Background: an optimization exercise with open tools, aiming at small area, a short achievable clock period and few clock cycles per item. Do not read the settings as production practice.
Function was checked by simulation only, so behaviour that the tests miss may differ from the original.

## flow/design.v (module list and top-level ports; edited modules follow where they fit)
// module s16_encoder: 356 lines
module s16_encoder (
    input  wire        clk,
    input  wire        rst,         
    input  wire        in_valid,
    output wire        in_ready,
    input  wire [27:0] in_data,
    input  wire        in_last,
    output reg         out_valid,
    input  wire        out_ready,
    output reg  [31:0] out_word,
    output reg         out_last
);
  // ...
==> flow/run.sh <==
#!/bin/bash
# synth_recipe.tcl (not shown) runs the flow's synth.tcl, then flattens the netlist and writes it again
# the make line also repeats each setting of config.mk as NAME=value (left out here)
make -C /OpenROAD-flow-scripts/flow DESIGN_CONFIG=/design/flow/config.mk WORK_HOME=/design/flow/orfs CLKGATE_MAP_FILE= SYNTH_SCRIPT=/design/flow/synth_recipe.tcl finish
==> flow/config.mk <==
export PLATFORM = sky130hd
export DESIGN_NAME = s16_encoder
export DESIGN_NICKNAME = s16_encoder
export VERILOG_FILES = /design/flow/design.v
export SDC_FILE = /design/flow/constraint.sdc
export NUM_CORES = 4
export LEC_CHECK = 0
export CAP_MARGIN = 40
export CORE_MARGIN = 2
export CORE_UTILIZATION = 25
export PLACE_DENSITY = 0.35
export SLEW_MARGIN = 40
==> flow/constraint.sdc <==
create_clock -name core_clock -period 12.0 [get_ports {clk}]
set_input_delay 2.4000 -clock core_clock [delete_from_list [all_inputs] [get_ports {clk}]]
set_output_delay 2.4000 -clock core_clock [all_outputs]
set_load 0.01 [all_outputs]
==> out/qor.json, run 1 <==
{
  "worst_path_largest_cell_delay_ns": 0.76,
  "overall_die_area_sq_um": 68200,
  "seqAreaFraction_pct": 29.2,
  "drc": 0,
  "sort_of_element_at_the_end_of_the_critical_path": "flop",
  "drt-met1-wl_um": 40900,
  "yosys_warnings": 1,
  "final_util_pct": 29.2,
  "fin_worst_hold_slack_ns": 0.463,
  "numPortBuffers": 67,
  "mappedNetlistNets": 2023,
  "setup.worst_path.class": "flop to flop",
  "rows": 94,
  "number_of_distinct_library_cell_variants_in_the_gate_level_netlist_after_synthesis": 86,
  "run_status": "finished clean",
  "numSequentialCells": 234,
  "synth_fa_ha_area_share_pct": 0,
  "crit_path_start": "koh[17]",
  "final.setup_skew_ns": 0.0160,
  "largest_registers": "out_word (32), koh (29)",
  "r2r_setup_slack_ns": 4.48,
  "hold_end": "out_word[0]",
  "share_of_the_yosys_chip_area_belonging_to_registers_pct": 33.8,
  "antenna_cells": 0,
  "nets": 1942,
  "synth.top_cells.by_area": "sky130_fd_sc_hd__dfxtp_1 17%, sky130_fd_sc_hd__edfxtp_1 17%, sky130_fd_sc_hd__a221oi_1 5.6%",
  "h-tree-depth": 1,
  "finalNonFillerCells": 2798,
  "registers.top_by_ff_count": "out_word",
  "layout.cells.most_common": "sky130_fd_sc_hd__nand2_1",
  "crit-reg2reg-launch": "koh[17]",
  "post_route_minimum_period_ns": 7.52,
  "die_w_um": 261,
  "cts.sink_count": 234,
  "drv.max_cap_violation_count": 0,
  "final.signal_inverter_count": 13,
  "sequential_cell_area_sq_um": 5600,
  "drt.antenna.violating_nets": 0,
  "layout.area.top_class": "multi-input combinational cells",
  "first_global_vias": 17900
}
Testbench counts, summed over its fixed seeds: cycles 33,249, items 33,203.
==> run 2: changes to the inputs <==
--- a/flow/design.v
+++ b/flow/design.v
@@ -5,59 +5,60 @@
     output wire        in_ready,
     input  wire [27:0] in_data,
     input  wire        in_last,
     output reg         out_valid,
     input  wire        out_ready,
     output reg  [31:0] out_word,
     output reg         out_last
 );
-    reg  [27:0] w0;   
-    reg  [13:0] w1;   
-    reg  [8:0] w2;   
-    reg  [6:0] w3;   
-    reg  [5:0] w4;   
-    reg  [4:0] w5;   
-    reg  [3:0] w6;   
-    reg  [2:0] w7;   
-    reg  [2:0] w8;   
-    reg  [1:0] w9;   
-    reg  [1:0] w10;   
-    reg  [1:0] w11;   
-    reg  [1:0] w12;   
-    reg  [1:0] w13;   
-    reg  [1:0] w14;   
-    reg  [1:0] w15;   
-    reg  [1:0] w16;   
-    reg  [1:0] w17;   
-    reg  [1:0] w18;   
-    reg  [1:0] w19;   
-    reg  [1:0] w20;   
-    reg  [0:0] w21;   
-    reg  [0:0] w22;   
-    reg  [0:0] w23;   
-    reg  [0:0] w24;   
-    reg  [0:0] w25;   
-    reg  [0:0] w26;   
-    reg  [0:0] w27;   
+    reg  [27:0] w0;
+    reg  [13:0] w1;
+    reg  [8:0] w2;
+    reg  [6:0] w3;
+    reg  [5:0] w4;
+    reg  [4:0] w5;
+    reg  [3:0] w6;
+    reg  [2:0] w7;
+    reg  [2:0] w8;
+    reg  [1:0] w9;
+    reg  [1:0] w10;
+    reg  [1:0] w11;
+    reg  [1:0] w12;
+    reg  [1:0] w13;
+    reg  [1:0] w14;
+    reg  [1:0] w15;
+    reg  [1:0] w16;
+    reg  [1:0] w17;
+    reg  [1:0] w18;
+    reg  [1:0] w19;
+    reg  [1:0] w20;
+    reg  [0:0] w21;
+    reg  [0:0] w22;
+    reg  [0:0] w23;
+    reg  [0:0] w24;
+    reg  [0:0] w25;
+    reg  [0:0] w26;
+    reg  [0:0] w27;
     reg  [28:0] koh;    
     reg         wlast;  
     reg         r_v, r_l, s_v, s_l;
     reg  [27:0] r_d, s_d;
+    reg  [9:0] r_f;    
     assign in_ready = !s_v;
-    wire rf1 = ~|r_d[27:1];
-    wire rf2 = ~|r_d[27:2];
-    wire rf3 = ~|r_d[27:3];
-    wire rf4 = ~|r_d[27:4];
-    wire rf5 = ~|r_d[27:5];
-    wire rf6 = ~|r_d[27:6];
-    wire rf7 = ~|r_d[27:7];
-    wire rf9 = ~|r_d[27:9];
-    wire rf10 = ~|r_d[27:10];
-    wire rf14 = ~|r_d[27:14];
+    wire rf1 = r_f[0];
+    wire rf2 = r_f[1];
+    wire rf3 = r_f[2];
+    wire rf4 = r_f[3];
+    wire rf5 = r_f[4];
+    wire rf6 = r_f[5];
+    wire rf7 = r_f[6];
+    wire rf9 = r_f[7];
+    wire rf10 = r_f[8];
+    wire rf14 = r_f[9];
     wire rf28 = 1'b1;
     wire fw0 = ~|w0[27:1] & ~|w1[13:1] & ~|w2[8:1] & ~|w3[6:1] & ~|w4[5:1] & ~|w5[4:1] & ~|w6[3:1] & ~|w7[2:1] & ~|w8[2:1] & ~|w9[1:1] & ~|w10[1:1] & ~|w11[1:1] & ~|w12[1:1] & ~|w13[1:1] & ~|w14[1:1] & ~|w15[1:1] & ~|w16[1:1] & ~|w17[1:1] & ~|w18[1:1] & ~|w19[1:1] & ~|w20[1:1];
     wire fw1 = ~|w0[27:2] & ~|w1[13:2] & ~|w2[8:2] & ~|w3[6:2] & ~|w4[5:2] & ~|w5[4:2] & ~|w6[3:2] & ~|w7[2:1] & ~|w8[2:1] & ~|w9[1:1] & ~|w10[1:1] & ~|w11[1:1] & ~|w12[1:1] & ~|w13[1:1] & ~|w14[1:1] & ~|w15[1:1] & ~|w16[1:1] & ~|w17[1:1] & ~|w18[1:1] & ~|w19[1:1] & ~|w20[1:1];
     wire fw2 = ~|w0[27:1] & ~|w1[13:1] & ~|w2[8:1] & ~|w3[6:1] & ~|w4[5:1] & ~|w5[4:1] & ~|w6[3:1] & ~|w7[2:2] & ~|w8[2:2] & ~|w14[1:1] & ~|w15[1:1] & ~|w16[1:1] & ~|w17[1:1] & ~|w18[1:1] & ~|w19[1:1] & ~|w20[1:1];
     wire fw3 = ~|w0[27:1] & ~|w1[13:1] & ~|w2[8:1] & ~|w3[6:1] & ~|w4[5:1] & ~|w5[4:1] & ~|w6[3:1] & ~|w7[2:1] & ~|w8[2:1] & ~|w9[1:1] & ~|w10[1:1] & ~|w11[1:1] & ~|w12[1:1] & ~|w13[1:1];
     wire fw4 = ~|w0[27:2] & ~|w1[13:2] & ~|w2[8:2] & ~|w3[6:2] & ~|w4[5:2] & ~|w5[4:2] & ~|w6[3:2] & ~|w7[2:2] & ~|w8[2:2];
     wire fw5 = ~|w0[27:4] & ~|w1[13:3] & ~|w2[8:3] & ~|w3[6:3] & ~|w4[5:3] & ~|w5[4:3] & ~|w6[3:3];
     wire fw6 = ~|w0[27:3] & ~|w1[13:4] & ~|w2[8:4] & ~|w3[6:4] & ~|w4[5:4] & ~|w5[4:3] & ~|w6[3:3];
@@ -100,33 +101,16 @@
     assign fit[8] = fw8 & (~use_r | fr8);
     assign fit[9] = fw9 & (~use_r | fr9);
     assign fit[10] = fw10 & (~use_r | fr10);
     assign fit[11] = fw11 & (~use_r | fr11);
     assign fit[12] = fw12 & (~use_r | fr12);
     assign fit[13] = fw13 & (~use_r | fr13);
     assign fit[14] = fw14 & (~use_r | fr14);
     assign fit[15] = fw15 & (~use_r | fr15);
-    wire [15:0] oh;    
-    assign oh[0] = fit[0];
-    assign oh[1] = fit[1] & ~|fit[0:0];
-    assign oh[2] = fit[2] & ~|fit[1:0];
-    assign oh[3] = fit[3] & ~|fit[2:0];
-    assign oh[4] = fit[4] & ~|fit[3:0];
-    assign oh[5] = fit[5] & ~|fit[4:0];
-    assign oh[6] = fit[6] & ~|fit[5:0];
-    assign oh[7] = fit[7] & ~|fit[6:0];
-    assign oh[8] = fit[8] & ~|fit[7:0];
-    assign oh[9] = fit[9] & ~|fit[8:0];
-    assign oh[10] = fit[10] & ~|fit[9:0];
-    assign oh[11] = fit[11] & ~|fit[10:0];
-    assign oh[12] = fit[12] & ~|fit[11:0];
-    assign oh[13] = fit[13] & ~|fit[12:0];
-    assign oh[14] = fit[14] & ~|fit[13:0];
-    assign oh[15] = fit[15] & ~|fit[14:0];
     wire le0 = koh[28];
     wire ge0 = koh[0] | koh[1] | koh[2] | koh[3] | koh[4] | koh[5] | koh[6] | koh[7] | koh[8] | koh[9] | koh[10] | koh[11] | koh[12] | koh[13] | koh[14] | koh[15] | koh[16] | koh[17] | koh[18] | koh[19] | koh[20] | koh[21] | koh[22] | koh[23] | koh[24] | koh[25] | koh[26] | koh[27] | koh[28];
     wire le1 = koh[21] | koh[22] | koh[23] | koh[24] | koh[25] | koh[26] | koh[27] | koh[28];
     wire ge1 = koh[0] | koh[1] | koh[2] | koh[3] | koh[4] | koh[5] | koh[6] | koh[7] | koh[8] | koh[9] | koh[10] | koh[11] | koh[12] | koh[13] | koh[14] | koh[15] | koh[16] | koh[17] | koh[18] | koh[19] | koh[20] | koh[21];
     wire le2 = koh[21] | koh[22] | koh[23] | koh[24] | koh[25] | koh[26] | koh[27] | koh[28];
     wire ge2 = koh[0] | koh[1] | koh[2] | koh[3] | koh[4] | koh[5] | koh[6] | koh[7] | koh[8] | koh[9] | koh[10] | koh[11] | koh[12] | koh[13] | koh[14] | koh[15] | koh[16] | koh[17] | koh[18] | koh[19] | koh[20] | koh[21];
     wire le3 = koh[21] | koh[22] | koh[23] | koh[24] | koh[25] | koh[26] | koh[27] | koh[28];
     wire ge3 = koh[0] | koh[1] | koh[2] | koh[3] | koh[4] | koh[5] | koh[6] | koh[7] | koh[8] | koh[9] | koh[10] | koh[11] | koh[12] | koh[13] | koh[14] | koh[15] | koh[16] | koh[17] | koh[18] | koh[19] | koh[20] | koh[21];
@@ -149,35 +133,51 @@
     wire le12 = koh[4] | koh[5] | koh[6] | koh[7] | koh[8] | koh[9] | koh[10] | koh[11] | koh[12] | koh[13] | koh[14] | koh[15] | koh[16] | koh[17] | koh[18] | koh[19] | koh[20] | koh[21] | koh[22] | koh[23] | koh[24] | koh[25] | koh[26] | koh[27] | koh[28];
     wire ge12 = koh[0] | koh[1] | koh[2] | koh[3] | koh[4];
     wire le13 = koh[3] | koh[4] | koh[5] | koh[6] | koh[7] | koh[8] | koh[9] | koh[10] | koh[11] | koh[12] | koh[13] | koh[14] | koh[15] | koh[16] | koh[17] | koh[18] | koh[19] | koh[20] | koh[21] | koh[22] | koh[23] | koh[24] | koh[25] | koh[26] | koh[27] | koh[28];
     wire ge13 = koh[0] | koh[1] | koh[2] | koh[3];
     wire le14 = koh[2] | koh[3] | koh[4] | koh[5] | koh[6] | koh[7] | koh[8] | koh[9] | koh[10] | koh[11] | koh[12] | koh[13] | koh[14] | koh[15] | koh[16] | koh[17] | koh[18] | koh[19] | koh[20] | koh[21] | koh[22] | koh[23] | koh[24] | koh[25] | koh[26] | koh[27] | koh[28];
     wire ge14 = koh[0] | koh[1] | koh[2];
     wire le15 = koh[1] | koh[2] | koh[3] | koh[4] | koh[5] | koh[6] | koh[7] | koh[8] | koh[9] | koh[10] | koh[11] | koh[12] | koh[13] | koh[14] | koh[15] | koh[16] | koh[17] | koh[18] | koh[19] | koh[20] | koh[21] | koh[22] | koh[23] | koh[24] | koh[25] | koh[26] | koh[27] | koh[28];
     wire ge15 = koh[0] | koh[1];
-    wire fin_nor = (oh[0] & le0) | (oh[1] & le1) | (oh[2] & le2) | (oh[3] & le3) | (oh[4] & le4) | (oh[5] & le5) | (oh[6] & le6) | (oh[7] & le7) | (oh[8] & le8) | (oh[9] & le9) | (oh[10] & le10) | (oh[11] & le11) | (oh[12] & le12) | (oh[13] & le13) | (oh[14] & le14) | (oh[15] & le15);
-    wire lastw   = (oh[0] & ge0) | (oh[1] & ge1) | (oh[2] & ge2) | (oh[3] & ge3) | (oh[4] & ge4) | (oh[5] & ge5) | (oh[6] & ge6) | (oh[7] & ge7) | (oh[8] & ge8) | (oh[9] & ge9) | (oh[10] & ge10) | (oh[11] & ge11) | (oh[12] & ge12) | (oh[13] & ge13) | (oh[14] & ge14) | (oh[15] & ge15);
-    wire fin     = caseA | fin_nor;
+    wire fin_nor = ~((fit[0] & ~le0) | (fit[1] & ~le1) | (fit[2] & ~le2) | (fit[3] & ~le3) | (fit[4] & ~le4) | (fit[5] & ~le5) | (fit[6] & ~le6) | (fit[7] & ~le7) | (fit[8] & ~le8) | (fit[9] & ~le9) | (fit[10] & ~le10) | (fit[11] & ~le11) | (fit[12] & ~le12) | (fit[13] & ~le13) | (fit[14] & ~le14) | (fit[15] & ~le15));
+    wire allw    = (fit[0] & ge0) | (fit[1] & ge1) | (fit[2] & ge2) | (fit[3] & ge3) | (fit[4] & ge4) | (fit[5] & ge5) | (fit[6] & ge6) | (fit[7] & ge7) | (fit[8] & ge8) | (fit[9] & ge9) | (fit[10] & ge10) | (fit[11] & ge11) | (fit[12] & ge12) | (fit[13] & ge13) | (fit[14] & ge14) | (fit[15] & ge15);
     wire out_free = !out_valid || out_ready;
-    wire emit    = fin && out_free;
+    wire emit    = (caseA || fin_nor) && out_free;
     wire keep    = !emit;
-    wire clr     = emit && caseA && lastw;
-    wire sh1 = emit & ((oh[15] & le15));
-    wire sh2 = emit & ((oh[14] & le14));
-    wire sh3 = emit & ((oh[13] & le13));
-    wire sh4 = emit & ((oh[12] & le12));
-    wire sh5 = emit & ((oh[10] & le10) | (oh[11] & le11));
-    wire sh6 = emit & ((oh[8] & le8) | (oh[9] & le9));
-    wire sh7 = emit & ((oh[7] & le7));
-    wire sh8 = emit & ((oh[6] & le6));
-    wire sh9 = emit & ((oh[5] & le5));
-    wire sh14 = emit & ((oh[4] & le4));
-    wire sh21 = emit & ((oh[1] & le1) | (oh[2] & le2) | (oh[3] & le3));
-    wire sh28 = emit & ((oh[0] & le0));
+    wire clr     = emit && caseA && allw;
+    wire [15:0] oh;
+    assign oh[0] = fit[0];
+    assign oh[1] = fit[1] & ~|fit[0:0];
+    assign oh[2] = fit[2] & ~|fit[1:0];
+    assign oh[3] = fit[3] & ~|fit[2:0];
+    assign oh[4] = fit[4] & ~|fit[3:0];
+    assign oh[5] = fit[5] & ~|fit[4:0];
+    assign oh[6] = fit[6] & ~|fit[5:0];
+    assign oh[7] = fit[7] & ~|fit[6:0];
+    assign oh[8] = fit[8] & ~|fit[7:0];
+    assign oh[9] = fit[9] & ~|fit[8:0];
+    assign oh[10] = fit[10] & ~|fit[9:0];
+    assign oh[11] = fit[11] & ~|fit[10:0];
+    assign oh[12] = fit[12] & ~|fit[11:0];
+    assign oh[13] = fit[13] & ~|fit[12:0];
+    assign oh[14] = fit[14] & ~|fit[13:0];
+    assign oh[15] = fit[15] & ~|fit[14:0];
+    wire sh1 = emit & (oh[15]);
+    wire sh2 = emit & (oh[14]);
+    wire sh3 = emit & (oh[13]);
+    wire sh4 = emit & (oh[12]);
+    wire sh5 = emit & (oh[10] | oh[11]);
+    wire sh6 = emit & (oh[8] | oh[9]);
+    wire sh7 = emit & (oh[7]);
+    wire sh8 = emit & (oh[6]);
+    wire sh9 = emit & (oh[5]);
+    wire sh14 = emit & (oh[4]);
+    wire sh21 = emit & (oh[1] | oh[2] | oh[3]);
+    wire sh28 = emit & (oh[0]);
     wire [27:0] nw0 = ({28{keep}} & w0) | ({28{sh1}} & {14'b0, w1}) | ({28{sh2}} & {19'b0, w2}) | ({28{sh3}} & {21'b0, w3}) | ({28{sh4}} & {22'b0, w4}) | ({28{sh5}} & {23'b0, w5}) | ({28{sh6}} & {24'b0, w6}) | ({28{sh7}} & {25'b0, w7}) | ({28{sh8}} & {25'b0, w8}) | ({28{sh9}} & {26'b0, w9}) | ({28{sh14}} & {26'b0, w14}) | ({28{sh21}} & {27'b0, w21});
     wire [13:0] nw1 = ({14{keep}} & w1) | ({14{sh1}} & {5'b0, w2}) | ({14{sh2}} & {7'b0, w3}) | ({14{sh3}} & {8'b0, w4}) | ({14{sh4}} & {9'b0, w5}) | ({14{sh5}} & {10'b0, w6}) | ({14{sh6}} & {11'b0, w7}) | ({14{sh7}} & {11'b0, w8}) | ({14{sh8}} & {12'b0, w9}) | ({14{sh9}} & {12'b0, w10}) | ({14{sh14}} & {12'b0, w15}) | ({14{sh21}} & {13'b0, w22});
     wire [8:0] nw2 = ({9{keep}} & w2) | ({9{sh1}} & {2'b0, w3}) | ({9{sh2}} & {3'b0, w4}) | ({9{sh3}} & {4'b0, w5}) | ({9{sh4}} & {5'b0, w6}) | ({9{sh5}} & {6'b0, w7}) | ({9{sh6}} & {6'b0, w8}) | ({9{sh7}} & {7'b0, w9}) | ({9{sh8}} & {7'b0, w10}) | ({9{sh9}} & {7'b0, w11}) | ({9{sh14}} & {7'b0, w16}) | ({9{sh21}} & {8'b0, w23});
     wire [6:0] nw3 = ({7{keep}} & w3) | ({7{sh1}} & {1'b0, w4}) | ({7{sh2}} & {2'b0, w5}) | ({7{sh3}} & {3'b0, w6}) | ({7{sh4}} & {4'b0, w7}) | ({7{sh5}} & {4'b0, w8}) | ({7{sh6}} & {5'b0, w9}) | ({7{sh7}} & {5'b0, w10}) | ({7{sh8}} & {5'b0, w11}) | ({7{sh9}} & {5'b0, w12}) | ({7{sh14}} & {5'b0, w17}) | ({7{sh21}} & {6'b0, w24});
     wire [5:0] nw4 = ({6{keep}} & w4) | ({6{sh1}} & {1'b0, w5}) | ({6{sh2}} & {2'b0, w6}) | ({6{sh3}} & {3'b0, w7}) | ({6{sh4}} & {3'b0, w8}) | ({6{sh5}} & {4'b0, w9}) | ({6{sh6}} & {4'b0, w10}) | ({6{sh7}} & {4'b0, w11}) | ({6{sh8}} & {4'b0, w12}) | ({6{sh9}} & {4'b0, w13}) | ({6{sh14}} & {4'b0, w18}) | ({6{sh21}} & {5'b0, w25});
     wire [4:0] nw5 = ({5{keep}} & w5) | ({5{sh1}} & {1'b0, w6}) | ({5{sh2}} & {2'b0, w7}) | ({5{sh3}} & {2'b0, w8}) | ({5{sh4}} & {3'b0, w9}) | ({5{sh5}} & {3'b0, w10}) | ({5{sh6}} & {3'b0, w11}) | ({5{sh7}} & {3'b0, w12}) | ({5{sh8}} & {3'b0, w13}) | ({5{sh9}} & {3'b0, w14}) | ({5{sh14}} & {3'b0, w19}) | ({5{sh21}} & {4'b0, w26});
     wire [3:0] nw6 = ({4{keep}} & w6) | ({4{sh1}} & {1'b0, w7}) | ({4{sh2}} & {1'b0, w8}) | ({4{sh3}} & {2'b0, w9}) | ({4{sh4}} & {2'b0, w10}) | ({4{sh5}} & {2'b0, w11}) | ({4{sh6}} & {2'b0, w12}) | ({4{sh7}} & {2'b0, w13}) | ({4{sh8}} & {2'b0, w14}) | ({4{sh9}} & {2'b0, w15}) | ({4{sh14}} & {2'b0, w20}) | ({4{sh21}} & {3'b0, w27});
     wire [2:0] nw7 = ({3{keep}} & w7) | ({3{sh1}} & w8) | ({3{sh2}} & {1'b0, w9}) | ({3{sh3}} & {1'b0, w10}) | ({3{sh4}} & {1'b0, w11}) | ({3{sh5}} & {1'b0, w12}) | ({3{sh6}} & {1'b0, w13}) | ({3{sh7}} & {1'b0, w14}) | ({3{sh8}} & {1'b0, w15}) | ({3{sh9}} & {1'b0, w16}) | ({3{sh14}} & {2'b0, w21});
@@ -226,18 +226,60 @@
     assign poh[21] = (keep & koh[21]) | (sh1 & koh[22]) | (sh2 & koh[23]) | (sh3 & koh[24]) | (sh4 & koh[25]) | (sh5 & koh[26]) | (sh6 & koh[27]) | (sh7 & koh[28]);
     assign poh[22] = (keep & koh[22]) | (sh1 & koh[23]) | (sh2 & koh[24]) | (sh3 & koh[25]) | (sh4 & koh[26]) | (sh5 & koh[27]) | (sh6 & koh[28]);
     assign poh[23] = (keep & koh[23]) | (sh1 & koh[24]) | (sh2 & koh[25]) | (sh3 & koh[26]) | (sh4 & koh[27]) | (sh5 & koh[28]);
     assign poh[24] = (keep & koh[24]) | (sh1 & koh[25]) | (sh2 & koh[26]) | (sh3 & koh[27]) | (sh4 & koh[28]);
     assign poh[25] = (keep & koh[25]) | (sh1 & koh[26]) | (sh2 & koh[27]) | (sh3 & koh[28]);
     assign poh[26] = (keep & koh[26]) | (sh1 & koh[27]) | (sh2 & koh[28]);
     assign poh[27] = (keep & koh[27]) | (sh1 & koh[28]);
     assign poh[28] = (keep & koh[28]);
-    wire rfit = (poh[0] & rf28) | (poh[1] & rf14) | (poh[2] & rf9) | (poh[3] & rf7) | (poh[4] & rf6) | (poh[5] & rf5) | (poh[6] & rf4) | (poh[7] & rf3) | (poh[8] & rf3) | (poh[9] & rf2) | (poh[10] & rf2) | (poh[11] & rf2) | (poh[12] & rf2) | (poh[13] & rf2) | (poh[14] & rf2) | (poh[15] & rf2) | (poh[16] & rf2) | (poh[17] & rf2) | (poh[18] & rf2) | (poh[19] & rf2) | (poh[20] & rf2) | (poh[21] & rf1) | (poh[22] & rf1) | (poh[23] & rf1) | (poh[24] & rf1) | (poh[25] & rf1) | (poh[26] & rf1) | (poh[27] & rf1);
-    wire app  = r_v && (!wlast || clr) && rfit;
+    wire r_go = r_v && (!wlast || clr);
+    wire [27:0] put;
+    assign put[0] = r_go & poh[0];
+    assign put[1] = r_go & poh[1] & rf14;
+    assign put[2] = r_go & poh[2] & rf9;
+    assign put[3] = r_go & poh[3] & rf7;
+    assign put[4] = r_go & poh[4] & rf6;
+    assign put[5] = r_go & poh[5] & rf5;
+    assign put[6] = r_go & poh[6] & rf4;
+    assign put[7] = r_go & poh[7] & rf3;
+    assign put[8] = r_go & poh[8] & rf3;
+    assign put[9] = r_go & poh[9] & rf2;
+    assign put[10] = r_go & poh[10] & rf2;
+    assign put[11] = r_go & poh[11] & rf2;
+    assign put[12] = r_go & poh[12] & rf2;
+    assign put[13] = r_go & poh[13] & rf2;
+    assign put[14] = r_go & poh[14] & rf2;
+    assign put[15] = r_go & poh[15] & rf2;
+    assign put[16] = r_go & poh[16] & rf2;
+    assign put[17] = r_go & poh[17] & rf2;
+    assign put[18] = r_go & poh[18] & rf2;
+    assign put[19] = r_go & poh[19] & rf2;
+    assign put[20] = r_go & poh[20] & rf2;
+    assign put[21] = r_go & poh[21] & rf1;
+    assign put[22] = r_go & poh[22] & rf1;
+    assign put[23] = r_go & poh[23] & rf1;
+    assign put[24] = r_go & poh[24] & rf1;
+    assign put[25] = r_go & poh[25] & rf1;
+    assign put[26] = r_go & poh[26] & rf1;
+    assign put[27] = r_go & poh[27] & rf1;
+    wire rfa0 = (koh[0] & rf28) | (koh[1] & rf14) | (koh[2] & rf9) | (koh[3] & rf7) | (koh[4] & rf6) | (koh[5] & rf5) | (koh[6] & rf4) | (koh[7] & rf3) | (koh[8] & rf3) | (koh[9] & rf2) | (koh[10] & rf2) | (koh[11] & rf2) | (koh[12] & rf2) | (koh[13] & rf2) | (koh[14] & rf2) | (koh[15] & rf2) | (koh[16] & rf2) | (koh[17] & rf2) | (koh[18] & rf2) | (koh[19] & rf2) | (koh[20] & rf2) | (koh[21] & rf1) | (koh[22] & rf1) | (koh[23] & rf1) | (koh[24] & rf1) | (koh[25] & rf1) | (koh[26] & rf1) | (koh[27] & rf1);
+    wire rfa1 = (koh[1] & rf28) | (koh[2] & rf14) | (koh[3] & rf9) | (koh[4] & rf7) | (koh[5] & rf6) | (koh[6] & rf5) | (koh[7] & rf4) | (koh[8] & rf3) | (koh[9] & rf3) | (koh[10] & rf2) | (koh[11] & rf2) | (koh[12] & rf2) | (koh[13] & rf2) | (koh[14] & rf2) | (koh[15] & rf2) | (koh[16] & rf2) | (koh[17] & rf2) | (koh[18] & rf2) | (koh[19] & rf2) | (koh[20] & rf2) | (koh[21] & rf2) | (koh[22] & rf1) | (koh[23] & rf1) | (koh[24] & rf1) | (koh[25] & rf1) | (koh[26] & rf1) | (koh[27] & rf1) | (koh[28] & rf1);
+    wire rfa2 = (koh[2] & rf28) | (koh[3] & rf14) | (koh[4] & rf9) | (koh[5] & rf7) | (koh[6] & rf6) | (koh[7] & rf5) | (koh[8] & rf4) | (koh[9] & rf3) | (koh[10] & rf3) | (koh[11] & rf2) | (koh[12] & rf2) | (koh[13] & rf2) | (koh[14] & rf2) | (koh[15] & rf2) | (koh[16] & rf2) | (koh[17] & rf2) | (koh[18] & rf2) | (koh[19] & rf2) | (koh[20] & rf2) | (koh[21] & rf2) | (koh[22] & rf2) | (koh[23] & rf1) | (koh[24] & rf1) | (koh[25] & rf1) | (koh[26] & rf1) | (koh[27] & rf1) | (koh[28] & rf1);
+    wire rfa3 = (koh[3] & rf28) | (koh[4] & rf14) | (koh[5] & rf9) | (koh[6] & rf7) | (koh[7] & rf6) | (koh[8] & rf5) | (koh[9] & rf4) | (koh[10] & rf3) | (koh[11] & rf3) | (koh[12] & rf2) | (koh[13] & rf2) | (koh[14] & rf2) | (koh[15] & rf2) | (koh[16] & rf2) | (koh[17] & rf2) | (koh[18] & rf2) | (koh[19] & rf2) | (koh[20] & rf2) | (koh[21] & rf2) | (koh[22] & rf2) | (koh[23] & rf2) | (koh[24] & rf1) | (koh[25] & rf1) | (koh[26] & rf1) | (koh[27] & rf1) | (koh[28] & rf1);
+    wire rfa4 = (koh[4] & rf28) | (koh[5] & rf14) | (koh[6] & rf9) | (koh[7] & rf7) | (koh[8] & rf6) | (koh[9] & rf5) | (koh[10] & rf4) | (koh[11] & rf3) | (koh[12] & rf3) | (koh[13] & rf2) | (koh[14] & rf2) | (koh[15] & rf2) | (koh[16] & rf2) | (koh[17] & rf2) | (koh[18] & rf2) | (koh[19] & rf2) | (koh[20] & rf2) | (koh[21] & rf2) | (koh[22] & rf2) | (koh[23] & rf2) | (koh[24] & rf2) | (koh[25] & rf1) | (koh[26] & rf1) | (koh[27] & rf1) | (koh[28] & rf1);
+    wire rfa5 = (koh[5] & rf28) | (koh[6] & rf14) | (koh[7] & rf9) | (koh[8] & rf7) | (koh[9] & rf6) | (koh[10] & rf5) | (koh[11] & rf4) | (koh[12] & rf3) | (koh[13] & rf3) | (koh[14] & rf2) | (koh[15] & rf2) | (koh[16] & rf2) | (koh[17] & rf2) | (koh[18] & rf2) | (koh[19] & rf2) | (koh[20] & rf2) | (koh[21] & rf2) | (koh[22] & rf2) | (koh[23] & rf2) | (koh[24] & rf2) | (koh[25] & rf2) | (koh[26] & rf1) | (koh[27] & rf1) | (koh[28] & rf1);
+    wire rfa6 = (koh[6] & rf28) | (koh[7] & rf14) | (koh[8] & rf9) | (koh[9] & rf7) | (koh[10] & rf6) | (koh[11] & rf5) | (koh[12] & rf4) | (koh[13] & rf3) | (koh[14] & rf3) | (koh[15] & rf2) | (koh[16] & rf2) | (koh[17] & rf2) | (koh[18] & rf2) | (koh[19] & rf2) | (koh[20] & rf2) | (koh[21] & rf2) | (koh[22] & rf2) | (koh[23] & rf2) | (koh[24] & rf2) | (koh[25] & rf2) | (koh[26] & rf2) | (koh[27] & rf1) | (koh[28] & rf1);
+    wire rfa7 = (koh[7] & rf28) | (koh[8] & rf14) | (koh[9] & rf9) | (koh[10] & rf7) | (koh[11] & rf6) | (koh[12] & rf5) | (koh[13] & rf4) | (koh[14] & rf3) | (koh[15] & rf3) | (koh[16] & rf2) | (koh[17] & rf2) | (koh[18] & rf2) | (koh[19] & rf2) | (koh[20] & rf2) | (koh[21] & rf2) | (koh[22] & rf2) | (koh[23] & rf2) | (koh[24] & rf2) | (koh[25] & rf2) | (koh[26] & rf2) | (koh[27] & rf2) | (koh[28] & rf1);
+    wire rfa8 = (koh[8] & rf28) | (koh[9] & rf14) | (koh[10] & rf9) | (koh[11] & rf7) | (koh[12] & rf6) | (koh[13] & rf5) | (koh[14] & rf4) | (koh[15] & rf3) | (koh[16] & rf3) | (koh[17] & rf2) | (koh[18] & rf2) | (koh[19] & rf2) | (koh[20] & rf2) | (koh[21] & rf2) | (koh[22] & rf2) | (koh[23] & rf2) | (koh[24] & rf2) | (koh[25] & rf2) | (koh[26] & rf2) | (koh[27] & rf2) | (koh[28] & rf2);
+    wire rfa9 = (koh[9] & rf28) | (koh[10] & rf14) | (koh[11] & rf9) | (koh[12] & rf7) | (koh[13] & rf6) | (koh[14] & rf5) | (koh[15] & rf4) | (koh[16] & rf3) | (koh[17] & rf3) | (koh[18] & rf2) | (koh[19] & rf2) | (koh[20] & rf2) | (koh[21] & rf2) | (koh[22] & rf2) | (koh[23] & rf2) | (koh[24] & rf2) | (koh[25] & rf2) | (koh[26] & rf2) | (koh[27] & rf2) | (koh[28] & rf2);
+    wire rfa14 = (koh[14] & rf28) | (koh[15] & rf14) | (koh[16] & rf9) | (koh[17] & rf7) | (koh[18] & rf6) | (koh[19] & rf5) | (koh[20] & rf4) | (koh[21] & rf3) | (koh[22] & rf3) | (koh[23] & rf2) | (koh[24] & rf2) | (koh[25] & rf2) | (koh[26] & rf2) | (koh[27] & rf2) | (koh[28] & rf2);
+    wire rfa21 = (koh[21] & rf28) | (koh[22] & rf14) | (koh[23] & rf9) | (koh[24] & rf7) | (koh[25] & rf6) | (koh[26] & rf5) | (koh[27] & rf4) | (koh[28] & rf3);
+    wire rfa28 = (koh[28] & rf28);
+    wire app = r_go & ((keep & rfa0) | (sh1 & rfa1) | (sh2 & rfa2) | (sh3 & rfa3) | (sh4 & rfa4) | (sh5 & rfa5) | (sh6 & rfa6) | (sh7 & rfa7) | (sh8 & rfa8) | (sh9 & rfa9) | (sh14 & rfa14) | (sh21 & rfa21) | (sh28 & rfa28) | clr);
     wire pl0 = (w0[0] & (oh[0] | oh[1] | oh[2] | oh[3] | oh[4] | oh[5] | oh[6] | oh[7] | oh[8] | oh[9] | oh[10] | oh[11] | oh[12] | oh[13] | oh[14] | oh[15]));
     wire pl1 = (w0[1] & (oh[1] | oh[4] | oh[5] | oh[6] | oh[7] | oh[8] | oh[9] | oh[10] | oh[11] | oh[12] | oh[13] | oh[14] | oh[15])) | (w1[0] & (oh[0] | oh[2] | oh[3]));
     wire pl2 = (w0[2] & (oh[5] | oh[6] | oh[7] | oh[8] | oh[9] | oh[10] | oh[11] | oh[12] | oh[13] | oh[14] | oh[15])) | (w1[0] & (oh[1] | oh[4])) | (w2[0] & (oh[0] | oh[2] | oh[3]));
     wire pl3 = (w0[3] & (oh[5] | oh[7] | oh[8] | oh[9] | oh[10] | oh[11] | oh[12] | oh[13] | oh[14] | oh[15])) | (w1[0] & (oh[6])) | (w1[1] & (oh[1] | oh[4])) | (w3[0] & (oh[0] | oh[2] | oh[3]));
     wire pl4 = (w0[4] & (oh[8] | oh[10] | oh[11] | oh[12] | oh[13] | oh[14] | oh[15])) | (w1[0] & (oh[5] | oh[7] | oh[9])) | (w1[1] & (oh[6])) | (w2[0] & (oh[1] | oh[4])) | (w4[0] & (oh[0] | oh[2] | oh[3]));
     wire pl5 = (w0[5] & (oh[10] | oh[12] | oh[13] | oh[14] | oh[15])) | (w1[0] & (oh[8] | oh[11])) | (w1[1] & (oh[5] | oh[7] | oh[9])) | (w1[2] & (oh[6])) | (w2[1] & (oh[1] | oh[4])) | (w5[0] & (oh[0] | oh[2] | oh[3]));
     wire pl6 = (w0[6] & (oh[12] | oh[13] | oh[14] | oh[15])) | (w1[0] & (oh[10])) | (w1[1] & (oh[8] | oh[11])) | (w1[2] & (oh[5] | oh[7] | oh[9])) | (w1[3] & (oh[6])) | (w3[0] & (oh[1] | oh[4])) | (w6[0] & (oh[0] | oh[2] | oh[3]));
     wire pl7 = (w0[7] & (oh[13] | oh[14] | oh[15])) | (w1[0] & (oh[12])) | (w1[1] & (oh[10])) | (w1[2] & (oh[8] | oh[11])) | (w1[3] & (oh[7] | oh[9])) | (w2[0] & (oh[5] | oh[6])) | (w3[1] & (oh[1] | oh[4])) | (w7[0] & (oh[0] | oh[2] | oh[3]));
@@ -261,16 +303,19 @@
     wire pl25 = (w0[25] & (oh[15])) | (w1[11] & (oh[14])) | (w2[6] & (oh[13])) | (w3[4] & (oh[12])) | (w4[2] & (oh[10])) | (w4[3] & (oh[11])) | (w5[1] & (oh[8])) | (w5[2] & (oh[9])) | (w6[1] & (oh[7])) | (w7[0] & (oh[6])) | (w8[0] & (oh[5])) | (w12[1] & (oh[4])) | (w18[0] & (oh[1] | oh[2])) | (w19[1] & (oh[3])) | (w25[0] & (oh[0]));
     wire pl26 = (w0[26] & (oh[15])) | (w1[12] & (oh[14])) | (w2[7] & (oh[13])) | (w3[5] & (oh[12])) | (w4[3] & (oh[10])) | (w4[4] & (oh[11])) | (w5[2] & (oh[8])) | (w5[3] & (oh[9])) | (w6[2] & (oh[7])) | (w7[1] & (oh[6])) | (w8[1] & (oh[5])) | (w13[0] & (oh[4])) | (w19[0] & (oh[1] | oh[2])) | (w20[0] & (oh[3])) | (w26[0] & (oh[0]));
     wire pl27 = (w0[27] & (oh[15])) | (w1[13] & (oh[14])) | (w2[8] & (oh[13])) | (w3[6] & (oh[12])) | (w4[4] & (oh[10])) | (w4[5] & (oh[11])) | (w5[3] & (oh[8])) | (w5[4] & (oh[9])) | (w6[3] & (oh[7])) | (w7[2] & (oh[6])) | (w8[2] & (oh[5])) | (w13[1] & (oh[4])) | (w20[0] & (oh[1] | oh[2])) | (w20[1] & (oh[3])) | (w27[0] & (oh[0]));
     wire [27:0] payload = {pl27, pl26, pl25, pl24, pl23, pl22, pl21, pl20, pl19, pl18, pl17, pl16, pl15, pl14, pl13, pl12, pl11, pl10, pl9, pl8, pl7, pl6, pl5, pl4, pl3, pl2, pl1, pl0};
     wire sel0 = oh[1] | oh[3] | oh[5] | oh[7] | oh[9] | oh[11] | oh[13] | oh[15];
     wire sel1 = oh[2] | oh[3] | oh[6] | oh[7] | oh[10] | oh[11] | oh[14] | oh[15];
     wire sel2 = oh[4] | oh[5] | oh[6] | oh[7] | oh[12] | oh[13] | oh[14] | oh[15];
     wire sel3 = oh[8] | oh[9] | oh[10] | oh[11] | oh[12] | oh[13] | oh[14] | oh[15];
+    wire [27:0] n_d = s_v ? s_d : in_data;
+    wire        n_l = s_v ? s_l : in_last;
+    wire [9:0] n_f = {~|n_d[27:14], ~|n_d[27:10], ~|n_d[27:9], ~|n_d[27:7], ~|n_d[27:6], ~|n_d[27:5], ~|n_d[27:4], ~|n_d[27:3], ~|n_d[27:2], ~|n_d[27:1]};
     always @(posedge clk) begin
         if (rst) begin
             w0 <= 28'd0;
             w1 <= 14'd0;
             w2 <= 9'd0;
             w3 <= 7'd0;
             w4 <= 6'd0;
             w5 <= 5'd0;
@@ -297,60 +342,58 @@
             w26 <= 1'd0;
             w27 <= 1'd0;
             koh       <= 29'd1;
             wlast     <= 1'b0;
             r_v       <= 1'b0;
             s_v       <= 1'b0;
             out_valid <= 1'b0;
         end else begin
-            w0 <= nw0 | ({28{app & poh[0]}} & r_d[27:0]);
-            w1 <= nw1 | ({14{app & poh[1]}} & r_d[13:0]);
-            w2 <= nw2 | ({9{app & poh[2]}} & r_d[8:0]);
-            w3 <= nw3 | ({7{app & poh[3]}} & r_d[6:0]);
-            w4 <= nw4 | ({6{app & poh[4]}} & r_d[5:0]);
-            w5 <= nw5 | ({5{app & poh[5]}} & r_d[4:0]);
-            w6 <= nw6 | ({4{app & poh[6]}} & r_d[3:0]);
-            w7 <= nw7 | ({3{app & poh[7]}} & r_d[2:0]);
-            w8 <= nw8 | ({3{app & poh[8]}} & r_d[2:0]);
-            w9 <= nw9 | ({2{app & poh[9]}} & r_d[1:0]);
-            w10 <= nw10 | ({2{app & poh[10]}} & r_d[1:0]);
-            w11 <= nw11 | ({2{app & poh[11]}} & r_d[1:0]);
-            w12 <= nw12 | ({2{app & poh[12]}} & r_d[1:0]);
-            w13 <= nw13 | ({2{app & poh[13]}} & r_d[1:0]);
-            w14 <= nw14 | ({2{app & poh[14]}} & r_d[1:0]);
-            w15 <= nw15 | ({2{app & poh[15]}} & r_d[1:0]);
-            w16 <= nw16 | ({2{app & poh[16]}} & r_d[1:0]);
-            w17 <= nw17 | ({2{app & poh[17]}} & r_d[1:0]);
-            w18 <= nw18 | ({2{app & poh[18]}} & r_d[1:0]);
-            w19 <= nw19 | ({2{app & poh[19]}} & r_d[1:0]);
-            w20 <= nw20 | ({2{app & poh[20]}} & r_d[1:0]);
-            w21 <= nw21 | ({1{app & poh[21]}} & r_d[0:0]);
-            w22 <= nw22 | ({1{app & poh[22]}} & r_d[0:0]);
-            w23 <= nw23 | ({1{app & poh[23]}} & r_d[0:0]);
-            w24 <= nw24 | ({1{app & poh[24]}} & r_d[0:0]);
-            w25 <= nw25 | ({1{app & poh[25]}} & r_d[0:0]);
-            w26 <= nw26 | ({1{app & poh[26]}} & r_d[0:0]);
-            w27 <= nw27 | ({1{app & poh[27]}} & r_d[0:0]);
+            w0 <= nw0 | ({28{put[0]}} & r_d[27:0]);
+            w1 <= nw1 | ({14{put[1]}} & r_d[13:0]);
+            w2 <= nw2 | ({9{put[2]}} & r_d[8:0]);
+            w3 <= nw3 | ({7{put[3]}} & r_d[6:0]);
+            w4 <= nw4 | ({6{put[4]}} & r_d[5:0]);
+            w5 <= nw5 | ({5{put[5]}} & r_d[4:0]);
+            w6 <= nw6 | ({4{put[6]}} & r_d[3:0]);
+            w7 <= nw7 | ({3{put[7]}} & r_d[2:0]);
+            w8 <= nw8 | ({3{put[8]}} & r_d[2:0]);
+            w9 <= nw9 | ({2{put[9]}} & r_d[1:0]);
+            w10 <= nw10 | ({2{put[10]}} & r_d[1:0]);
+            w11 <= nw11 | ({2{put[11]}} & r_d[1:0]);
+            w12 <= nw12 | ({2{put[12]}} & r_d[1:0]);
+            w13 <= nw13 | ({2{put[13]}} & r_d[1:0]);
+            w14 <= nw14 | ({2{put[14]}} & r_d[1:0]);
+            w15 <= nw15 | ({2{put[15]}} & r_d[1:0]);
+            w16 <= nw16 | ({2{put[16]}} & r_d[1:0]);
+            w17 <= nw17 | ({2{put[17]}} & r_d[1:0]);
+            w18 <= nw18 | ({2{put[18]}} & r_d[1:0]);
+            w19 <= nw19 | ({2{put[19]}} & r_d[1:0]);
+            w20 <= nw20 | ({2{put[20]}} & r_d[1:0]);
+            w21 <= nw21 | ({1{put[21]}} & r_d[0:0]);
+            w22 <= nw22 | ({1{put[22]}} & r_d[0:0]);
+            w23 <= nw23 | ({1{put[23]}} & r_d[0:0]);
+            w24 <= nw24 | ({1{put[24]}} & r_d[0:0]);
+            w25 <= nw25 | ({1{put[25]}} & r_d[0:0]);
+            w26 <= nw26 | ({1{put[26]}} & r_d[0:0]);
+            w27 <= nw27 | ({1{put[27]}} & r_d[0:0]);
             koh <= app ? {poh[27:0], 1'b0} : poh;
             if (clr)
                 wlast <= app & r_l;
             else if (app)
                 wlast <= r_l;
             if (!r_v || app) begin
-                if (s_v) begin
-                    r_v <= 1'b1; r_d <= s_d; r_l <= s_l; s_v <= 1'b0;
-                end else begin
-                    r_v <= in_valid; r_d <= in_data; r_l <= in_last;
-                end
+                r_v <= s_v || in_valid;
+                r_d <= n_d; r_l <= n_l; r_f <= n_f;
+                s_v <= 1'b0;
             end else if (in_valid && !s_v) begin
                 s_v <= 1'b1; s_d <= in_data; s_l <= in_last;
             end
             if (emit) begin
                 out_valid <= 1'b1;
                 out_word  <= {sel3, sel2, sel1, sel0, payload};
-                out_last  <= caseA & lastw;
+                out_last  <= caseA & allw;
             end else if (out_ready) begin
                 out_valid <= 1'b0;
             end
         end
     end
 endmodule
==> flow/flow/run.sh (new file) <==
#!/bin/bash
set -euo pipefail
bash standard.sh SETUP_SLACK_MARGIN=7.5 finish > standard_flow.log 2>&1
==> flow/standard.sh (new file) <==
#!/bin/bash
# synth_recipe.tcl (not shown) runs the flow's synth.tcl, then flattens the netlist and writes it again
# the make line also repeats each setting of config.mk as NAME=value (left out here)
make -C /OpenROAD-flow-scripts/flow DESIGN_CONFIG=/design/flow/config.mk WORK_HOME=/design/flow/orfs CLKGATE_MAP_FILE= SYNTH_SCRIPT=/design/flow/synth_recipe.tcl "${@:-finish}"
==> flow/config.mk (replaced) <==
export PLATFORM = sky130hd
export DESIGN_NAME = s16_encoder
export DESIGN_NICKNAME = s16_encoder
export VERILOG_FILES = /design/flow/design.v
export SDC_FILE = /design/flow/constraint.sdc
export NUM_CORES = 4
export LEC_CHECK = 0
export CAP_MARGIN = 40
export CORE_MARGIN = 2
export CORE_UTILIZATION = 50
export PLACE_DENSITY = 0.7
export SLEW_MARGIN = 40
removed: flow/run.sh
==> run 2 against run 1 <==
Effect of this change:
- cell area is 5.7% higher
- count of clock-buffer cells in the layout is 4 lower
- area after synthesis is 5.5% higher
- via count is 8.0% higher
- fmax is 67% higher
- die area is 47% lower
- largest cell class unchanged
- global-route usage is 15 points higher
==> out/qor.json, run 2 <==
{
  "timing.slew.headroom": {"value": 36.9, "unit": "%", "change": "was 35.4%"},
  "cts.sink_count": {"value": 244, "change": "was 234"},
  "grt_usage": {"value": 42.7, "unit": "%", "change": "was 27.8%"},
  "gp_congestion": {"value": 1.04, "change": "was 0.906"},
  "required": {"value": 12.53, "unit": "ns", "change": "was 12.25 ns"},
  "dp.final_hpwl": {"value": 48800, "unit": "um", "change": "was 65,200 um"},
  "finalNonFillerCells": {"value": 2469, "change": "was 2,798"},
  "drt-met1-wl": {"value": 28200, "unit": "um", "change": "was 40,900 um"},
  "cts_inserted_buffers": {"value": 29, "change": "was 31"},
  "boundaryPins": {"value": 68, "change": "unchanged"},
  "drt.antenna.violating_nets": {"value": 0, "change": "unchanged"},
  "synth_edf_count": {"value": 101, "change": "was 91"},
  "max_freq": {"value": 222, "unit": "MHz", "change": "was 133 MHz"},
  "dr_wl_met2": {"value": 33400, "unit": "um", "change": "was 43,400 um"},
  "layout-drive-gt1-share": {"value": 17.5, "unit": "%", "change": "was 13.0%"},
  "worst_r2r_endpoint": {"value": "w1[10]", "change": "was s_d[19]"},
  "initial_utilization": {"value": 50.6, "unit": "%", "change": "was 25.2%"},
  "wire_per_inst": {"value": 32.8, "unit": "um", "change": "was 35.1 um"},
  "r2r_setup_slack": {"value": 7.49, "unit": "ns", "change": "was 4.48 ns"},
  "synth.top_cells.by_area": {"value": "sky130_fd_sc_hd__edfxtp_1 17%, sky130_fd_sc_hd__dfxtp_1 16%, sky130_fd_sc_hd__a22oi_1 7.3%", "change": "was sky130_fd_sc_hd__dfxtp_1 17%, sky130_fd_sc_hd__edfxtp_1 17%, sky130_fd_sc_hd__a221oi_1 5.6%"},
  "holdCritStartpoint": {"value": "r_d[27]", "change": "was w0[0]"},
  "drt_first_pass_iters": {"value": 14, "change": "was 9"},
  "run_status": {"value": "finished clean", "change": "unchanged"},
  "netlist_area": {"value": 17400, "unit": "sq um", "change": "was 16,500 sq um"},
  "grt_max_degree": {"value": 81, "change": "was 95"},
  "final_cell_mix": {"value": "170 x sky130_fd_sc_hd__a22oi_1, 158 x sky130_fd_sc_hd__nand2_1, 124 x sky130_fd_sc_hd__dfxtp_1, 115 x sky130_fd_sc_hd__nand3_1, 113 x sky130_fd_sc_hd__a222oi_1", "change": "was 220 x sky130_fd_sc_hd__nand2_1, 140 x sky130_fd_sc_hd__dfxtp_1, 127 x sky130_fd_sc_hd__nand3_1, 104 x sky130_fd_sc_hd__a221oi_1, 91 x sky130_fd_sc_hd__edfxtp_1"},
  "grt_setup_unrepaired": {"value": "false", "change": "unchanged"},
  "final_hold_viol_count": {"value": 0, "change": "unchanged"},
  "worst-r2r-cell-count": {"value": 13, "change": "was 18"},
  "topRoutingLayerUsed": {"value": "met4", "change": "unchanged"},
  "routed_wirelength": {"value": 81100, "unit": "um", "change": "was 98,200 um"},
  "cts_root_buffer": {"value": "sky130_fd_sc_hd__clkbuf_16", "change": "unchanged"},
  "overall_die_area": {"value": 36400, "unit": "sq um", "change": "was 68,200 sq um"},
  "clock_insertion_delay_at_the_later_pin_of_the_skew_report": {"value": 0.60, "unit": "ns", "change": "about the same"},
  "placedCellCount": {"value": 2345, "change": "was 2,740"},
  "antenna_cells": {"value": 0, "change": "unchanged"},
  "dpl_worst_slack": {"value": 5.66, "unit": "ns", "change": "was 4.37 ns"},
  "largest_register_ffs": {"value": 32, "change": "unchanged"},
  "number_of_distinct_library_cell_variants_in_the_gate_level_netlist_after_synthesis": {"value": 90, "change": "was 86"},
  "h-tree-depth": {"value": 1, "change": "unchanged"},
  "drc": {"value": 0, "change": "unchanged"},
  "post_route_minimum_period": {"value": 4.51, "unit": "ns", "change": "was 7.52 ns"},
  "cts_tree": {"value": "yes", "change": "unchanged"},
  "setup.worst_path.class": {"value": "flop to flop", "change": "unchanged"},
  "placeableCoreArea": {"value": 34500, "unit": "sq um", "change": "was 65,600 sq um"},
  "drv.max_cap_violation_count": {"value": 0, "change": "unchanged"},
  "dr.first_iter.drc_count": {"value": 5517, "change": "was 3,029"},
  "rows": {"value": 68, "change": "was 94"},
  "number_of_antenna_violations_at_the_first_check_in_global_routing": {"value": 2, "change": "was 1"},
  "detailed_routed_wire_length_on_met3": {"value": 13300, "unit": "um", "change": "was 9320 um"},
  "setup.worst_path.start_class": {"value": "flop", "change": "unchanged"},
  "cts-root-to-sink-buffers": {"value": 3, "change": "unchanged"},
  "synthFlopType": {"value": "sky130_fd_sc_hd__dfxtp_1", "change": "unchanged"},
  "path_max_fanout": {"value": 55, "change": "was 48"},
  "netlist_instances": {"value": 2072, "change": "was 1,990"},
  "final_min_period_over_clock_period": {"value": 37.5, "unit": "%", "change": "was 62.7%"},
  "numPortBuffers": {"value": 67, "change": "unchanged"},
  "fin_worst_hold_slack": {"value": 0.455, "unit": "ns", "change": "was 0.463 ns"},
  "layout.cells.most_common": {"value": "sky130_fd_sc_hd__a22oi_1", "change": "was sky130_fd_sc_hd__nand2_1"},
  "grt_remaining_overflow": {"value": 0, "change": "unchanged"},
  "synthMostInstantiatedCell": {"value": "sky130_fd_sc_hd__clkbuf_1", "change": "unchanged"},
  "mappedNetlistNets": {"value": 2105, "change": "was 2,023"},
  "hold_end": {"value": "w0[27]", "change": "was out_word[0]"},
  "first_global_vias": {"value": 18700, "change": "was 17,900"},
  "registers.top_by_ff_count": {"value": "out_word", "change": "unchanged"},
  "setup_viol": {"value": 0, "change": "unchanged"},
  "sort_of_element_at_the_end_of_the_critical_path": {"value": "flop", "change": "unchanged"},
  "synth_async_sr_flop_share": {"value": 0, "unit": "%", "change": "unchanged"},
  "crit-reg2reg-launch": {"value": "w11[1]", "change": "was koh[17]"},
  "synth-seq-cells": {"value": 244, "change": "was 234"},
  "hp-class": {"value": "flop to flop", "change": "unchanged"},
  "viasPerCell": {"value": 8.25, "change": "was 6.74"},
  "largest_registers": {"value": "out_word (32), koh (29)", "change": "unchanged"},
  "synth_top_cells_by_count": {"value": "225 x sky130_fd_sc_hd__clkbuf_1, 170 x sky130_fd_sc_hd__a22oi_1, 162 x sky130_fd_sc_hd__nand2_1, 143 x sky130_fd_sc_hd__dfxtp_1, 121 x sky130_fd_sc_hd__nand3_1", "change": "was 240 x sky130_fd_sc_hd__clkbuf_1, 220 x sky130_fd_sc_hd__nand2_1, 143 x sky130_fd_sc_hd__dfxtp_1, 127 x sky130_fd_sc_hd__nand3_1, 105 x sky130_fd_sc_hd__a221oi_1"},
  "cts.reportedPaths.clkPinSlew": {"value": 0.06, "unit": "ns", "change": "about the same"},
  "wire_length_of_the_first_global_routing_pass": {"value": 120000, "unit": "um", "change": "was 139,000 um"},
  "yosys_warnings": {"value": 1, "change": "unchanged"},
  "fin_setup_tns": {"value": 0, "unit": "ns", "change": "unchanged"},
  "nets": {"value": 2024, "change": "was 1,942"},
  "timing_worst_slew_pin_value": {"value": 0.947, "unit": "ns", "change": "was 0.969 ns"},
  "worstPathArrival": {"value": 5.04, "unit": "ns", "change": "was 7.77 ns"},
  "avgSynthCellArea": {"value": 8.42, "unit": "sq um", "change": "was 8.31 sq um"},
  "synth_top_cell_by_area": {"value": "sky130_fd_sc_hd__edfxtp_1", "change": "was sky130_fd_sc_hd__dfxtp_1"},
  "die_w": {"value": 191, "unit": "um", "change": "was 261 um"},
  "dr_total_vias": {"value": 20400, "change": "was 18,800"},
  "slew_violations": {"value": 0, "change": "unchanged"},
  "post-route-worst-setup-slack": {"value": 7.49, "unit": "ns", "change": "was 4.48 ns"},
  "holdPathStages": {"value": 1, "change": "was 0"},
  "final.setup_skew": {"value": 0.0150, "unit": "ns", "change": "was 0.0160 ns"},
  "synth_top_area_share": {"value": 17.4, "unit": "%", "change": "was 17.3%"},
  "share_of_the_yosys_chip_area_belonging_to_registers": {"value": 33.8, "unit": "%", "change": "about the same"},
  "areaGrowthSynthToFinish": {"value": 16.3, "unit": "%", "change": "was 16.0%"},
  "die-height": {"value": 191, "unit": "um", "change": "was 261 um"},
  "hold_buffers": {"value": 0, "change": "unchanged"}
}
[run 2: layout make-up]
| cell class | instances | area [sq um] |
|---|---|---|
| clock buffers | 39 | 785 |
| inverters | 20 | 78.8 |
| multi-input cells | 1515 | 11000 |
| repair buffers | 181 | 1760 |
| fillers | 3047 | 14200 |
| flip-flops and latches | 244 | 5920 |
| clock inverters | 15 | 140 |
| well taps | 455 | 569 |
[run 2: critical path, cell delays in order (launching register included)]
cell and delay [ns]:
sky130_fd_sc_hd__dfxtp_2 0.41, sky130_fd_sc_hd__or4_4 0.55, sky130_fd_sc_hd__nor4_4 0.25, sky130_fd_sc_hd__or4b_4 0.56
sky130_fd_sc_hd__or4b_4 0.55, sky130_fd_sc_hd__a21boi_4 0.20, sky130_fd_sc_hd__o21ai_4 0.24, sky130_fd_sc_hd__buf_4 0.15
sky130_fd_sc_hd__o21a_4 0.16, sky130_fd_sc_hd__buf_16 0.27, sky130_fd_sc_hd__a21oi_1 0.14, sky130_fd_sc_hd__a211o_4 0.50
sky130_fd_sc_hd__nor2_2 0.26, sky130_fd_sc_hd__a22o_1 0.17
[run 2: worst max path at each step]
stage | start | end
floorplan | out_ready | r_d[0]
global placement | out_ready | r_d[11]
detailed placement | out_ready | s_d[13]
CTS | w1[5] | s_d[27]
global route | in_data[21] | r_f[0]
finish | w11[1] | w1[10]
[run 2: timing repair]
action / CTS / global route
setup endpoints to repair: 275 / 208
cloned: 9 / 2
endpoints found under the hold margin: 0 / 0
resized for setup: 101 / 75
buffers inserted: 26 / 33
pin swaps: 20 / 22
[run 2: metrics by stage]
stage / util [%] / instance area, sq um
after detailed placement: 52.2 / 18000
after CTS: 57.1 / 19700
final: 58.9 / 20300
after floorplan: - / 17500
after global routing: 58.9 / 20300
after global placement: 52.0 / 17900
[run 2: logic make-up (layout without fill, tap and decap cells)]
logic type	Yosys count	count (layout)	share of synthesized area [%]
buffers and inverters	320	255	7.58
flip-flops	244	244	33.8
AND/OR/NAND/NOR	629	634	18.7
multiplexers	52	52	3.16
AO/OA/AOI/OAI	827	829	36.7
[run 2: routing by layer]
layer / track usage [%] / up-vias
li1: - / 8218
met1: 55.4 / 9485
met2: 62.5 / 2095
met3: 14.3 / 561
met4: 22.9 / 0
met5: 0 / -
Testbench counts of run 2, summed over its fixed seeds: cycles 33,249, items 33,203.
==> run 3: changes to the inputs <==
==> flow/run.sh (new file) <==
#!/bin/bash
# synth_recipe.tcl (not shown) runs the flow's synth.tcl, then flattens the netlist and writes it again
# the make line also repeats each setting of config.mk as NAME=value (left out here)
make -C /OpenROAD-flow-scripts/flow DESIGN_CONFIG=/design/flow/config.mk WORK_HOME=/design/flow/orfs CLKGATE_MAP_FILE= SYNTH_SCRIPT=/design/flow/synth_recipe.tcl finish
--- a/flow/config.mk
+++ b/flow/config.mk
@@ -9,4 +9,5 @@
 export CORE_MARGIN = 2
 export CORE_UTILIZATION = 50
 export PLACE_DENSITY = 0.7
+export SETUP_SLACK_MARGIN = 5
 export SLEW_MARGIN = 40
removed: flow/flow/run.sh
removed: flow/standard.sh
==> run 3 against run 2 <==
Effect of this change:
- still clean on timing, DRC and antenna
- critical path depth rose by 2
- clock skew decreased by 0.0036 ns
- register-to-register slack got worse by 1.7 ns
- wire length fell by 5.7%
- setup slack worse by 1.7 ns
- count of clock-buffer cells in the layout grew 4
- cell count is 2.8% lower
- critical path type unchanged
- critical endpoint is now r_d[5]
- highest routed layer is now met5
==> out/qor.json, run 3 <==
{
  "ctsResizeCount": {"value": 0, "change": "was 101"},
  "final.setup_skew": {"value": 0.0113, "unit": "ns", "change": "was 0.0150 ns"},
  "synth_top_cells_by_count": {"value": "225 x sky130_fd_sc_hd__clkbuf_1, 170 x sky130_fd_sc_hd__a22oi_1, 162 x sky130_fd_sc_hd__nand2_1, 143 x sky130_fd_sc_hd__dfxtp_1, 121 x sky130_fd_sc_hd__nand3_1", "change": "unchanged"},
  "largest_registers": {"value": "out_word (32), koh (29)", "change": "unchanged"},
  "run_status": {"value": "finished clean", "change": "unchanged"},
  "required": {"value": 12.29, "unit": "ns", "change": "was 12.53 ns"},
  "dr_total_vias": {"value": 19800, "change": "was 20,400"},
  "netlist_instances": {"value": 2072, "change": "unchanged"},
  "cts.sink_count": {"value": 244, "change": "unchanged"},
  "synth.top_cells.by_area": {"value": "sky130_fd_sc_hd__edfxtp_1 17%, sky130_fd_sc_hd__dfxtp_1 16%, sky130_fd_sc_hd__a22oi_1 7.3%", "change": "unchanged"},
  "share_of_the_yosys_chip_area_belonging_to_registers": {"value": 33.8, "unit": "%", "change": "unchanged"},
  "setup.worst_path.start_class": {"value": "flop", "change": "unchanged"},
  "overall_die_area": {"value": 36400, "unit": "sq um", "change": "unchanged"},
  "avgSynthCellArea": {"value": 8.42, "unit": "sq um", "change": "unchanged"},
  "numPortBuffers": {"value": 67, "change": "unchanged"},
  "dr.first_iter.drc_count": {"value": 4861, "change": "was 5,517"},
  "viasPerCell": {"value": 8.24, "change": "was 8.25"},
  "drt_first_pass_iters": {"value": 15, "change": "was 14"},
  "areaGrowthSynthToFinish": {"value": 9.03, "unit": "%", "change": "was 16.3%"},
  "slew_violations": {"value": 0, "change": "unchanged"},
  "post_route_minimum_period": {"value": 6.23, "unit": "ns", "change": "was 4.51 ns"},
  "wire_per_inst": {"value": 31.9, "unit": "um", "change": "was 32.8 um"},
  "grt_max_degree": {"value": 90, "change": "was 81"},
  "netlist_area": {"value": 17400, "unit": "sq um", "change": "unchanged"},
  "cts_root_buffer": {"value": "sky130_fd_sc_hd__clkbuf_16", "change": "unchanged"},
  "layout-drive-gt1-share": {"value": 10.6, "unit": "%", "change": "was 17.5%"},
  "number_of_distinct_library_cell_variants_in_the_gate_level_netlist_after_synthesis": {"value": 90, "change": "unchanged"},
  "fin_setup_tns": {"value": 0, "unit": "ns", "change": "unchanged"},
  "grt_remaining_overflow": {"value": 0, "change": "unchanged"},
  "cts.reportedPaths.clkPinSlew": {"value": 0.06, "unit": "ns", "change": "about the same"},
  "post-cts-setup-buffer-count": {"value": 0, "change": "was 26"},
  "mappedNetlistNets": {"value": 2105, "change": "unchanged"},
  "path_max_fanout": {"value": 58, "change": "was 55"},
  "wire_length_of_the_first_global_routing_pass": {"value": 116000, "unit": "um", "change": "was 120,000 um"},
  "setup_viol": {"value": 0, "change": "unchanged"},
  "number_of_antenna_violations_at_the_first_check_in_global_routing": {"value": 2, "change": "unchanged"},
  "setup.worst_path.class": {"value": "flop to flop", "change": "unchanged"},
  "first_global_vias": {"value": 18200, "change": "was 18,700"},
  "rows": {"value": 68, "change": "unchanged"},
  "drc": {"value": 0, "change": "unchanged"},
  "hold_buffers": {"value": 0, "change": "unchanged"},
  "placeableCoreArea": {"value": 34500, "unit": "sq um", "change": "unchanged"},
  "final_hold_viol_count": {"value": 0, "change": "unchanged"},
  "gp_congestion": {"value": 1.02, "change": "was 1.04"},
  "routed_wirelength": {"value": 76500, "unit": "um", "change": "was 81,100 um"},
  "max_freq": {"value": 161, "unit": "MHz", "change": "was 222 MHz"},
  "grt_usage": {"value": 41.1, "unit": "%", "change": "was 42.7%"},
  "clock_insertion_delay_at_the_later_pin_of_the_skew_report": {"value": 0.59, "unit": "ns", "change": "was 0.60 ns"},
  "timing_worst_slew_pin_value": {"value": 0.931, "unit": "ns", "change": "was 0.947 ns"},
  "drt.antenna.violating_nets": {"value": 0, "change": "unchanged"},
  "timing.slew.headroom": {"value": 37.4, "unit": "%", "change": "was 36.9%"},
  "synth_top_area_share": {"value": 17.4, "unit": "%", "change": "unchanged"},
  "synthMostInstantiatedCell": {"value": "sky130_fd_sc_hd__clkbuf_1", "change": "unchanged"},
  "sort_of_element_at_the_end_of_the_critical_path": {"value": "flop", "change": "unchanged"},
  "crit_path_start": {"value": "w0[22]", "change": "was w11[1]"},
  "yosys_warnings": {"value": 1, "change": "unchanged"},
  "hp-class": {"value": "flop to flop", "change": "unchanged"},
  "synth_async_sr_flop_share": {"value": 0, "unit": "%", "change": "unchanged"},
  "placedCellCount": {"value": 2346, "change": "was 2,345"},
  "cts_tree": {"value": "yes", "change": "unchanged"},
  "synth_top_cell_by_area": {"value": "sky130_fd_sc_hd__edfxtp_1", "change": "unchanged"},
  "synth_edf_count": {"value": 101, "change": "unchanged"}
}
run 3: worst max-delay path: stages, from the launching register on:
cell,delay (ns)
sky130_fd_sc_hd__dfxtp_1,0.34
sky130_fd_sc_hd__nor4_2,0.53
sky130_fd_sc_hd__nand4_1,0.72
sky130_fd_sc_hd__or4b_4,0.80
sky130_fd_sc_hd__or4b_1,0.58
sky130_fd_sc_hd__a21boi_4,0.20
sky130_fd_sc_hd__o21ai_1,0.29
sky130_fd_sc_hd__o21ai_4,0.07
sky130_fd_sc_hd__buf_4,0.32
sky130_fd_sc_hd__and4_1,0.31
sky130_fd_sc_hd__o22ai_4,0.38
sky130_fd_sc_hd__buf_4,0.44
sky130_fd_sc_hd__inv_1,0.22
sky130_fd_sc_hd__a21oi_4,0.28
sky130_fd_sc_hd__buf_8,0.22
sky130_fd_sc_hd__buf_8,0.19
run 3: final timing paths:
kind	endpoint	slack, ns	depth (start not counted)
worst min register to register	w0[27]	0.46	1
worst min-delay path	w0[27]	0.46	1
worst max register to register	r_d[5]	5.77	15
worst max-delay path	r_d[5]	5.77	15
run 3: area by class of cell:
class,instances,area (sq um)
multi-input cells,1508,10400
inverters,20,75.1
flip-flops and latches,244,5900
fillers,3096,15400
clock inverters,11,113
well taps,455,569
clock buffers,43,867
repair buffers,120,1130
run 3: metrics by stage:
step | hold WS, ns | setup slack (ns) | cell area (sq um)
final | 0.461 | 5.77 | 19000
after global routing | 0.497 | 5.59 | 19000
after CTS | 0.464 | 5.95 | 19000
after detailed placement | 0.447 | 5.91 | 18000
after global placement | 0.441 | 5.58 | 17900
after floorplan | 0.436 | 6.20 | 17400
run 3: cell families after synthesis:
logic type	count (synthesis)	share of synthesized area [%]
buffers and inverters	320	7.58
and+or+nand+nor	629	18.7
DFF	244	33.8
muxes	52	3.16
AOI/OAI and AO/OA	827	36.7
run 3: routing by layer:
layer	track usage [%]	up-vias	share of wire, %
li1	-	8056	-
met1	55.0	9207	36
met2	58.2	2024	40
met3	14.8	484	17
met4	20.4	4	6.4
met5	1.24	-	0.088

==> re-timing with driven ports <==
No port has a modelled driver above. Below, the same layouts with a new extraction and two added sets of constraints. Step 1, drivers: a clkbuf_16 drives clk and a buf_2 each remaining input, both assumed. Step 2 moves the port delays by t, midway between the first and last clock arrival at a register: inputs arrive t later, outputs are due t later. That takes back most of the time a late clock gives input paths. Slacks: ideal / step 1 / step 2; pairs: ideal / step 1.
run	shift t [ns]	setup WS [ns]	hold slack, ns	clock arrival spread, ns	worst register clock-pin slew, ns
run 1	0.653	4.477 / 4.477 / 4.477	0.463 / 0.463 / 0.463	0.016 / 0.017	0.07 / 0.07
run 2	0.647	7.494 / 7.494 / 6.980	0.455 / 0.455 / 0.455	0.015 / 0.015	0.07 / 0.07
run 3	0.641	5.773 / 5.773 / 5.773	0.461 / 0.461 / 0.461	0.011 / 0.011	0.06 / 0.06
After both steps every run listed still meets setup and hold. For run 2, which loses most, drivers alone change the setup slack by 0.000 ns; drivers and shift together by -0.514 ns.
